Background: an optimization exercise with open tools, aiming at small area, a short achievable clock period and few clock cycles. Do not read the settings as production practice.
In this exercise RTL edits were held to simulation tests only and were not proved equivalent to the original.
Power is estimated from default activity; no workload was simulated.

==> run E: inputs <==
==> flow/design.v <==
module trb_render (
    input  wire        clk,
    input  wire        rst,           
    input  wire        start,         
    input  wire [31:0] xscroll,       
    input  wire [31:0] yscroll,       
    input  wire        transp,        
    input  wire        sheet_valid,
    input  wire [31:0] sheet_dim,     
    output wire        busy,
    output reg         done,
    output wire        err,
    output wire [3:0]  errcode,
    output reg         tile_rd,
    output wire [11:0] tile_addr,
    input  wire [33:0] tile_rdata,    
    output reg         idx_rd,
    output reg  [11:0] idx_addr,
    input  wire [1:0]  idx_rdata,
    output reg         fb_we,
    output reg  [9:0]  fb_addr,
    output reg  [7:0]  fb_wdata
);
    reg busy_r, chk, first;
    assign busy = busy_r;
    wire accept = start & ~busy_r;
    reg [9:0] sw;
    reg       tr;
    reg [2:0] ysl;
    reg       err_r, ec1_r, ec0_r;
    assign err     = err_r;
    assign errcode = {1'b0, err_r, ec1_r, ec0_r};
    reg       vG, rsG;
    reg [5:0] px;
    reg [2:0] x, y;
    reg [5:0] tx, ty;
    reg [1:0] band;
    reg       nt0, nt1, nt2, nt3;    
    assign tile_addr = {ty, tx};
    reg       v1, rs1, yw1;
    reg [2:0] x1;
    reg       vI;
    reg [2:0] xI;
    reg       vD, lastW;
    reg [1:0]  dbits;
    reg [11:0] yA, yB;        
    reg [31:0] color;
    wire       eol     = (px == 6'd39);
    wire       xw      = (x == 3'd7);
    wire       yw      = (y == 3'd7);
    wire [2:0] y1      = y + 3'd1;
    wire       next_nt = eol | xw;
    wire       advG    = vG & ~(next_nt & (nt0 | nt1));
    wire       pywrap  = (band == 2'd2) & (y1 == ysl);
    wire [5:0] tx_d = eol ? (xw ? 6'd60 : 6'd59) : {5'd0, xw};
    wire [5:0] ty_d = chk ? {5'd0, ysl != 3'd0} :
                      pywrap ? 6'd61 : {5'd0, yw};
    wire [5:0] ty_n = ty + ty_d;
    reg [9:0] fb_init, fb_lastm1;
    always @(*) begin
        case (yscroll[2:0])
            3'd0: fb_init = 10'd1023;
            3'd1: fb_init = 10'd279;
            3'd2: fb_init = 10'd239;
            3'd3: fb_init = 10'd199;
            3'd4: fb_init = 10'd159;
            3'd5: fb_init = 10'd119;
            3'd6: fb_init = 10'd79;
            default: fb_init = 10'd39;
        endcase
        case (ysl)
            3'd0: fb_lastm1 = 10'd958;
            3'd1: fb_lastm1 = 10'd278;
            3'd2: fb_lastm1 = 10'd238;
            3'd3: fb_lastm1 = 10'd198;
            3'd4: fb_lastm1 = 10'd158;
            3'd5: fb_lastm1 = 10'd118;
            3'd6: fb_lastm1 = 10'd78;
            default: fb_lastm1 = 10'd38;
        endcase
    end
    wire lastD = vD & (fb_addr == fb_lastm1);
    reg [7:0] subc;
    always @(*) begin
        case (idx_rdata)
            2'd0: subc = color[7:0];
            2'd1: subc = color[15:8];
            2'd2: subc = color[23:16];
            default: subc = color[31:24];
        endcase
    end
    wire [2:0]  sx   = dbits[0] ? ~xI : xI;
    wire [11:0] base = dbits[1] ? yB : yA;
    wire [11:0] sub_in  = chk ? {sw, 2'b00} << 1 : yB;
    wire [11:0] sub_out = sub_in - {2'b00, sw};
    always @(posedge clk) begin
        if (~busy_r) begin
            sw    <= sheet_dim[9:0];
            tr    <= transp;
            ysl   <= yscroll[2:0];
            err_r <= ~sheet_valid | (sheet_dim[15:3] == 13'd0) | (sheet_dim[31:19] == 13'd0);
            ec1_r <= sheet_valid & ((sheet_dim[15:3] == 13'd0) | (sheet_dim[31:19] == 13'd0));
            ec0_r <= ~sheet_valid;
            x     <= xscroll[2:0];
            tx    <= xscroll[8:3];
            ty    <= yscroll[8:3];
            y     <= 3'd0;
            band  <= 2'd0;
            px    <= 6'd0;
            rsG   <= 1'b1;
            fb_addr <= fb_init;
        end else begin
            if (chk) ty <= ty_n;
            if (advG) begin
                rsG <= eol;
                x   <= x + 3'd1;
                tx  <= tx + tx_d;
                if (eol) begin
                    px <= 6'd0;
                    y  <= y1;
                    ty <= ty_n;
                    if (yw) band <= band + 2'd1;
                end else begin
                    px <= px + 6'd1;
                end
            end
            if (vD) fb_addr <= (fb_addr == 10'd959) ? 10'd0 : fb_addr + 10'd1;
        end
        x1  <= x;  rs1 <= rsG;  yw1 <= (y == 3'd0);
        xI  <= x1;
        nt2 <= nt1; nt3 <= nt2;
        if (nt1) dbits <= tile_rdata[33:32];
        if (nt3) color <= tile_rdata[31:0];
        if (chk) yB <= sub_out;
        else if (v1 & rs1) begin
            if (yw1) begin
                yA <= 12'd0;
                if (~first) yB <= yA;
            end else begin
                yA <= yA + {2'b00, sw};
                yB <= sub_out;
            end
        end
        idx_addr <= base + {9'd0, sx};
        fb_wdata <= subc;
    end
    always @(posedge clk) begin
        if (rst) begin
            busy_r <= 1'b0; chk <= 1'b0; first <= 1'b0; done <= 1'b0;
            vG <= 1'b0; v1 <= 1'b0; vI <= 1'b0; vD <= 1'b0; lastW <= 1'b0;
            nt0 <= 1'b0; nt1 <= 1'b0;
            tile_rd <= 1'b0; idx_rd <= 1'b0; fb_we <= 1'b0;
        end else begin
            chk   <= accept;
            lastW <= lastD;
            done  <= (chk & err_r) | lastW;
            if (accept) busy_r <= 1'b1;
            else if ((chk & err_r) | lastW) busy_r <= 1'b0;
            if (accept) first <= 1'b1;
            else if (v1 & rs1) first <= 1'b0;
            fb_we <= vD & ~(tr & (subc == 8'hFF));
            if (lastD) begin
                vG <= 1'b0; v1 <= 1'b0; vI <= 1'b0; idx_rd <= 1'b0; vD <= 1'b0;
                nt0 <= 1'b0; nt1 <= 1'b0; tile_rd <= 1'b0;
            end else begin
                if (chk) vG <= ~err_r;
                nt0 <= (chk & ~err_r) | (advG & next_nt);
                nt1 <= nt0;
                tile_rd <= (chk & ~err_r) | (advG & next_nt) | nt1;
                v1 <= advG;
                vI <= v1;
                idx_rd <= vI;
                vD <= idx_rd;
            end
        end
    end
endmodule
==> flow/run.sh <==
#!/bin/bash
# synth_recipe.tcl (not shown) runs the flow's synth.tcl, then flattens the netlist and writes it again
# the make line also repeats each setting of config.mk as NAME=value (left out here)
make -C /OpenROAD-flow-scripts/flow DESIGN_CONFIG=/design/flow/config.mk WORK_HOME=/design/flow/orfs CLKGATE_MAP_FILE= SYNTH_SCRIPT=/design/flow/synth_recipe.tcl finish
==> flow/config.mk <==
export PLATFORM = sky130hd
export DESIGN_NAME = trb_render
export DESIGN_NICKNAME = trb_render
export VERILOG_FILES = /design/flow/design.v
export SDC_FILE = /design/flow/constraint.sdc
export NUM_CORES = 4
export LEC_CHECK = 0
export CAP_MARGIN = 20
export CORE_MARGIN = 2
export CORE_UTILIZATION = 40
export SLEW_MARGIN = 20
==> flow/constraint.sdc <==
create_clock -name core_clock -period 10.0 [get_ports {clk}]
set_input_delay 2.0000 -clock core_clock [delete_from_list [all_inputs] [get_ports {clk}]]
set_output_delay 2.0000 -clock core_clock [all_outputs]
set_load 0.01 [all_outputs]
==> run B (differences from run E) <==
==> flow/design.v (replaced) <==
module trb_render (
    input  wire        clk,
    input  wire        rst,           
    input  wire        start,         
    input  wire [31:0] xscroll,       
    input  wire [31:0] yscroll,       
    input  wire        transp,        
    input  wire        sheet_valid,
    input  wire [31:0] sheet_dim,     
    output wire        busy,
    output reg         done,
    output wire        err,
    output wire [3:0]  errcode,
    output reg         tile_rd,
    output wire [11:0] tile_addr,
    input  wire [33:0] tile_rdata,    
    output reg         idx_rd,
    output reg  [11:0] idx_addr,
    input  wire [1:0]  idx_rdata,
    output reg         fb_we,
    output reg  [9:0]  fb_addr,
    output reg  [7:0]  fb_wdata
);
    reg busy_r, idle_r, chk;
    assign busy = busy_r;
    wire accept = start & idle_r;
    reg [9:0] sw;
    reg       tr;
    reg       err_r, ec1_r, ec0_r;
    assign err     = err_r;
    assign errcode = {1'b0, err_r, ec1_r, ec0_r};
    reg       vG;
    reg [5:0] px;
    reg [2:0] x, y;
    reg [5:0] tx, ty;
    reg       nt0, nt1, nt2, nt3;    
    assign tile_addr = {ty, tx};
    reg       v1, vI, vD, lastW;
    reg [2:0] x1, y1, xI, yI;
    reg [1:0] dbits;
    reg [31:0] color;
    wire       eol     = (px == 6'd39);
    wire       xw      = (x == 3'd7);
    wire       next_nt = eol | xw;
    wire       advG    = vG & ~(next_nt & (nt0 | nt1));
    wire [5:0] tx_d    = eol ? (xw ? 6'd60 : 6'd59) : {5'd0, xw};
    wire lastD = vD & (fb_addr == 10'd958);
    wire kill  = lastD | (chk & err_r);
    reg [7:0] subc;
    always @(*) begin
        case (idx_rdata)
            2'd0: subc = color[7:0];
            2'd1: subc = color[15:8];
            2'd2: subc = color[23:16];
            default: subc = color[31:24];
        endcase
    end
    wire [2:0] sx = dbits[0] ? ~xI : xI;
    wire [2:0] sy = dbits[1] ? ~yI : yI;
    always @(posedge clk) begin
        if (idle_r) begin
            sw    <= sheet_dim[9:0];
            tr    <= transp;
            err_r <= ~sheet_valid | (sheet_dim[15:3] == 13'd0) | (sheet_dim[31:19] == 13'd0);
            ec1_r <= sheet_valid & ((sheet_dim[15:3] == 13'd0) | (sheet_dim[31:19] == 13'd0));
            ec0_r <= ~sheet_valid;
            x     <= xscroll[2:0];
            tx    <= xscroll[8:3];
            y     <= yscroll[2:0];
            ty    <= yscroll[8:3];
            px    <= 6'd0;
            fb_addr <= 10'h3FF;
        end else begin
            if (advG) begin
                x  <= x + 3'd1;
                tx <= tx + tx_d;
                if (eol) begin
                    px <= 6'd0;
                    y  <= y + 3'd1;
                    if (y == 3'd7) ty <= ty + 6'd1;
                end else begin
                    px <= px + 6'd1;
                end
            end
            if (vD) fb_addr <= fb_addr + 10'd1;
        end
        x1 <= x;  y1 <= y;
        xI <= x1; yI <= y1;
        nt2 <= nt1; nt3 <= nt2;
        if (nt1) dbits <= tile_rdata[33:32];
        if (nt3) color <= tile_rdata[31:0];
        idx_addr <= sy * sw + {9'd0, sx};
        fb_wdata <= subc;
    end
    always @(posedge clk) begin
        if (rst) begin
            busy_r <= 1'b0; idle_r <= 1'b1; chk <= 1'b0; done <= 1'b0;
            vG <= 1'b0; v1 <= 1'b0; vI <= 1'b0; vD <= 1'b0; lastW <= 1'b0;
            nt0 <= 1'b0; nt1 <= 1'b0;
            tile_rd <= 1'b0; idx_rd <= 1'b0; fb_we <= 1'b0;
        end else begin
            chk   <= accept;
            lastW <= lastD;
            done  <= (chk & err_r) | lastW;
            if (accept) begin
                busy_r <= 1'b1; idle_r <= 1'b0;
            end else if ((chk & err_r) | lastW) begin
                busy_r <= 1'b0; idle_r <= 1'b1;
            end
            fb_we <= vD & ~(tr & (subc == 8'hFF));
            if (kill) begin
                vG <= 1'b0; v1 <= 1'b0; vI <= 1'b0; idx_rd <= 1'b0; vD <= 1'b0;
                nt0 <= 1'b0; nt1 <= 1'b0; tile_rd <= 1'b0;
            end else begin
                if (accept) vG <= 1'b1;
                nt0 <= accept | (advG & next_nt);
                nt1 <= nt0;
                tile_rd <= accept | (advG & next_nt) | nt1;
                v1 <= advG;
                vI <= v1;
                idx_rd <= vI;
                vD <= idx_rd;
            end
        end
    end
endmodule
==> flow/flow/run.sh (new file) <==
#!/bin/bash
set -euo pipefail
export BUFFER_PORTS_ARGS="-buffer_cell sky130_fd_sc_hd__buf_1"
bash standard.sh > standard.log 2>&1
==> flow/standard.sh (new file) <==
#!/bin/bash
# synth_recipe.tcl (not shown) runs the flow's synth.tcl, then flattens the netlist and writes it again
# the make line also repeats each setting of config.mk as NAME=value (left out here)
make -C /OpenROAD-flow-scripts/flow DESIGN_CONFIG=/design/flow/config.mk WORK_HOME=/design/flow/orfs CLKGATE_MAP_FILE= SYNTH_SCRIPT=/design/flow/synth_recipe.tcl "${@:-finish}"
--- a/flow/config.mk
+++ b/flow/config.mk
@@ -9,3 +9,4 @@
 export CORE_MARGIN = 2
 export CORE_UTILIZATION = 40
+export CTS_BUF_LIST = sky130_fd_sc_hd__clkbuf_4 sky130_fd_sc_hd__clkbuf_8
 export SLEW_MARGIN = 20
removed: flow/run.sh
==> run R (differences from run E) <==
--- a/flow/design.v
+++ b/flow/design.v
@@ -22,7 +22,7 @@
     output reg  [7:0]  fb_wdata
 );
-    reg busy_r, chk, first;
+    reg busy_r, idle_r, chk, first;
     assign busy = busy_r;
-    wire accept = start & ~busy_r;
+    wire accept = start & idle_r;
     reg [9:0] sw;
     reg       tr;
@@ -95,5 +95,5 @@
     wire [11:0] sub_out = sub_in - {2'b00, sw};
     always @(posedge clk) begin
-        if (~busy_r) begin
+        if (idle_r) begin
             sw    <= sheet_dim[9:0];
             tr    <= transp;
@@ -147,5 +147,5 @@
     always @(posedge clk) begin
         if (rst) begin
-            busy_r <= 1'b0; chk <= 1'b0; first <= 1'b0; done <= 1'b0;
+            busy_r <= 1'b0; idle_r <= 1'b1; chk <= 1'b0; first <= 1'b0; done <= 1'b0;
             vG <= 1'b0; v1 <= 1'b0; vI <= 1'b0; vD <= 1'b0; lastW <= 1'b0;
             nt0 <= 1'b0; nt1 <= 1'b0;
@@ -155,6 +155,9 @@
             lastW <= lastD;
             done  <= (chk & err_r) | lastW;
-            if (accept) busy_r <= 1'b1;
-            else if ((chk & err_r) | lastW) busy_r <= 1'b0;
+            if (accept) begin
+                busy_r <= 1'b1; idle_r <= 1'b0;
+            end else if ((chk & err_r) | lastW) begin
+                busy_r <= 1'b0; idle_r <= 1'b1;
+            end
             if (accept) first <= 1'b1;
             else if (v1 & rs1) first <= 1'b0;
==> flow/flow/run.sh (new file) <==
#!/bin/bash
set -euo pipefail
export BUFFER_PORTS_ARGS="-buffer_cell sky130_fd_sc_hd__buf_1"
bash standard.sh > standard.log 2>&1
==> flow/standard.sh (new file) <==
#!/bin/bash
# synth_recipe.tcl (not shown) runs the flow's synth.tcl, then flattens the netlist and writes it again
# the make line also repeats each setting of config.mk as NAME=value (left out here)
make -C /OpenROAD-flow-scripts/flow DESIGN_CONFIG=/design/flow/config.mk WORK_HOME=/design/flow/orfs CLKGATE_MAP_FILE= SYNTH_SCRIPT=/design/flow/synth_recipe.tcl "${@:-finish}"
removed: flow/run.sh
==> run H (differences from run E) <==
--- a/flow/design.v
+++ b/flow/design.v
@@ -22,7 +22,7 @@
     output reg  [7:0]  fb_wdata
 );
-    reg busy_r, chk, first;
+    reg busy_r, idle_r, chk, first;
     assign busy = busy_r;
-    wire accept = start & ~busy_r;
+    wire accept = start & idle_r;
     reg [9:0] sw;
     reg       tr;
@@ -95,5 +95,5 @@
     wire [11:0] sub_out = sub_in - {2'b00, sw};
     always @(posedge clk) begin
-        if (~busy_r) begin
+        if (idle_r) begin
             sw    <= sheet_dim[9:0];
             tr    <= transp;
@@ -147,5 +147,5 @@
     always @(posedge clk) begin
         if (rst) begin
-            busy_r <= 1'b0; chk <= 1'b0; first <= 1'b0; done <= 1'b0;
+            busy_r <= 1'b0; idle_r <= 1'b1; chk <= 1'b0; first <= 1'b0; done <= 1'b0;
             vG <= 1'b0; v1 <= 1'b0; vI <= 1'b0; vD <= 1'b0; lastW <= 1'b0;
             nt0 <= 1'b0; nt1 <= 1'b0;
@@ -155,6 +155,9 @@
             lastW <= lastD;
             done  <= (chk & err_r) | lastW;
-            if (accept) busy_r <= 1'b1;
-            else if ((chk & err_r) | lastW) busy_r <= 1'b0;
+            if (accept) begin
+                busy_r <= 1'b1; idle_r <= 1'b0;
+            end else if ((chk & err_r) | lastW) begin
+                busy_r <= 1'b0; idle_r <= 1'b1;
+            end
             if (accept) first <= 1'b1;
             else if (v1 & rs1) first <= 1'b0;
==> flow/flow/run.sh (new file) <==
#!/bin/bash
set -euo pipefail
export BUFFER_PORTS_ARGS="-buffer_cell sky130_fd_sc_hd__buf_1"
bash standard.sh > standard.log 2>&1
==> flow/standard.sh (new file) <==
#!/bin/bash
# synth_recipe.tcl (not shown) runs the flow's synth.tcl, then flattens the netlist and writes it again
# the make line also repeats each setting of config.mk as NAME=value (left out here)
make -C /OpenROAD-flow-scripts/flow DESIGN_CONFIG=/design/flow/config.mk WORK_HOME=/design/flow/orfs CLKGATE_MAP_FILE= SYNTH_SCRIPT=/design/flow/synth_recipe.tcl "${@:-finish}"
--- a/flow/config.mk
+++ b/flow/config.mk
@@ -9,3 +9,4 @@
 export CORE_MARGIN = 2
 export CORE_UTILIZATION = 40
+export CTS_BUF_LIST = sky130_fd_sc_hd__clkbuf_4 sky130_fd_sc_hd__clkbuf_8
 export SLEW_MARGIN = 20
removed: flow/run.sh
==> notes.md <==
quantity	run E	run H	run B	run R
Result of the run	complete, no violations	complete, no violations	complete, no violations	complete, no violations
Sequential cell area	4060 um2	4090 um2	3260 um2	4090 um2
Post-synthesis cell area	7710 um2	7830 um2	5690 um2	7830 um2
Xor and xnor area share after synthesis	5.68%	6.01%	5.82%	6.01%
Power density relative to cell area	172 nW/um2	165 nW/um2	200 nW/um2	177 nW/um2
Fraction of cell area in non-clock buffers	14.3%	6.11%	7.90%	5.99%
Later-pin clock latency in the skew report	0.42 ns	0.45 ns	0.44 ns	0.42 ns
Util after Layout	52.8%	46.4%	48.6%	47.3%
Count of routing violations after the opening detailed-route iteration	246	276	115	255
Gate count of the mapped netlist	681	680	444	680
Final period demand of the worst path	3.76 ns	3.19 ns	3.67 ns	3.19 ns
Distinct cells, synth	62	68	45	68
Fraction of standard cell area that is sequential	40.9%	45.5%	48.4%	44.6%
Chip height	143 um	144 um	123 um	144 um
Cell depth of the worst flop-to-flop path	11	11	12	11
Complex-gate fraction of the synthesized area	11.7%	10.6%	5.49%	10.6%
Area overhead of the layout relative to synthesis	29.0%	14.5%	18.6%	16.8%
Area share of and/or/nand/nor cells after synthesis	12.4%	12.7%	12.3%	12.7%
Hold Startpoint	x1[2]$_DFF_P_	x1[1]$_DFF_P_	x1[0]$_DFF_P_	x1[1]$_DFF_P_
Drt via density	5.12	4.98	4.81	4.98
Sequential group share of total power	45.0%	52.2%	48.2%	47.6%
Cell with the largest stage delay on the worst path	clkdlybuf4s50_1	edfxtp_1	fa_1	mux4_2
Minimum setup slack among reg-to-reg paths	6.93 ns	6.97 ns	6.33 ns	6.97 ns
Proportion of cell area occupied by multi-input gates	34.5%	38.9%	34.1%	38.1%
Routed length on met2	9020 um	7830 um	5660 um	7940 um
Tap cell count	260	265	180	265
Testbench counts of run E, summed over its fixed seeds: cycles 63,016.
Testbench counts of run B, summed over its fixed seeds: cycles 62,952.
Testbench counts of run R, summed over its fixed seeds: cycles 63,016.
Testbench counts of run H, summed over its fixed seeds: cycles 63,016.

[afterwards: timing with drivers on the ports]
The results above use ideal ports. As a check the final layouts listed here were re-extracted and re-timed, cells and wires unchanged.
Step 1 sets driving cells, clkbuf_16 on the clock port and buf_2 on the other inputs (assumed; they add their load-dependent delay and slew).
Step 2, shift: input delay + t, output delay - t, t = (earliest + latest rising clock arrival at the registers) / 2. This alone moves slack from input paths to output paths.
Slacks: ideal ports / drivers / drivers and shift; pairs: ideal ports / drivers.
| run | shift t [ns] | setup slack, ns | hold slack, ns |
|---|---|---|---|
| run E | 0.464 | 6.237 / 6.193 / 6.086 | 0.334 / 0.334 / 0.334 |
| run B | 0.468 | 6.333 / 6.333 / 6.333 | 0.328 / 0.328 / 0.328 |
| run R | 0.462 | 6.809 / 6.812 / 6.366 | 0.326 / 0.326 / 0.326 |
| run H | 0.486 | 6.813 / 6.774 / 6.392 | 0.331 / 0.331 / 0.331 |
After both steps setup and hold are still met in every run listed. The setup slack of run R, which loses most, moves by +0.003 ns with the drivers and by -0.443 ns with both steps.
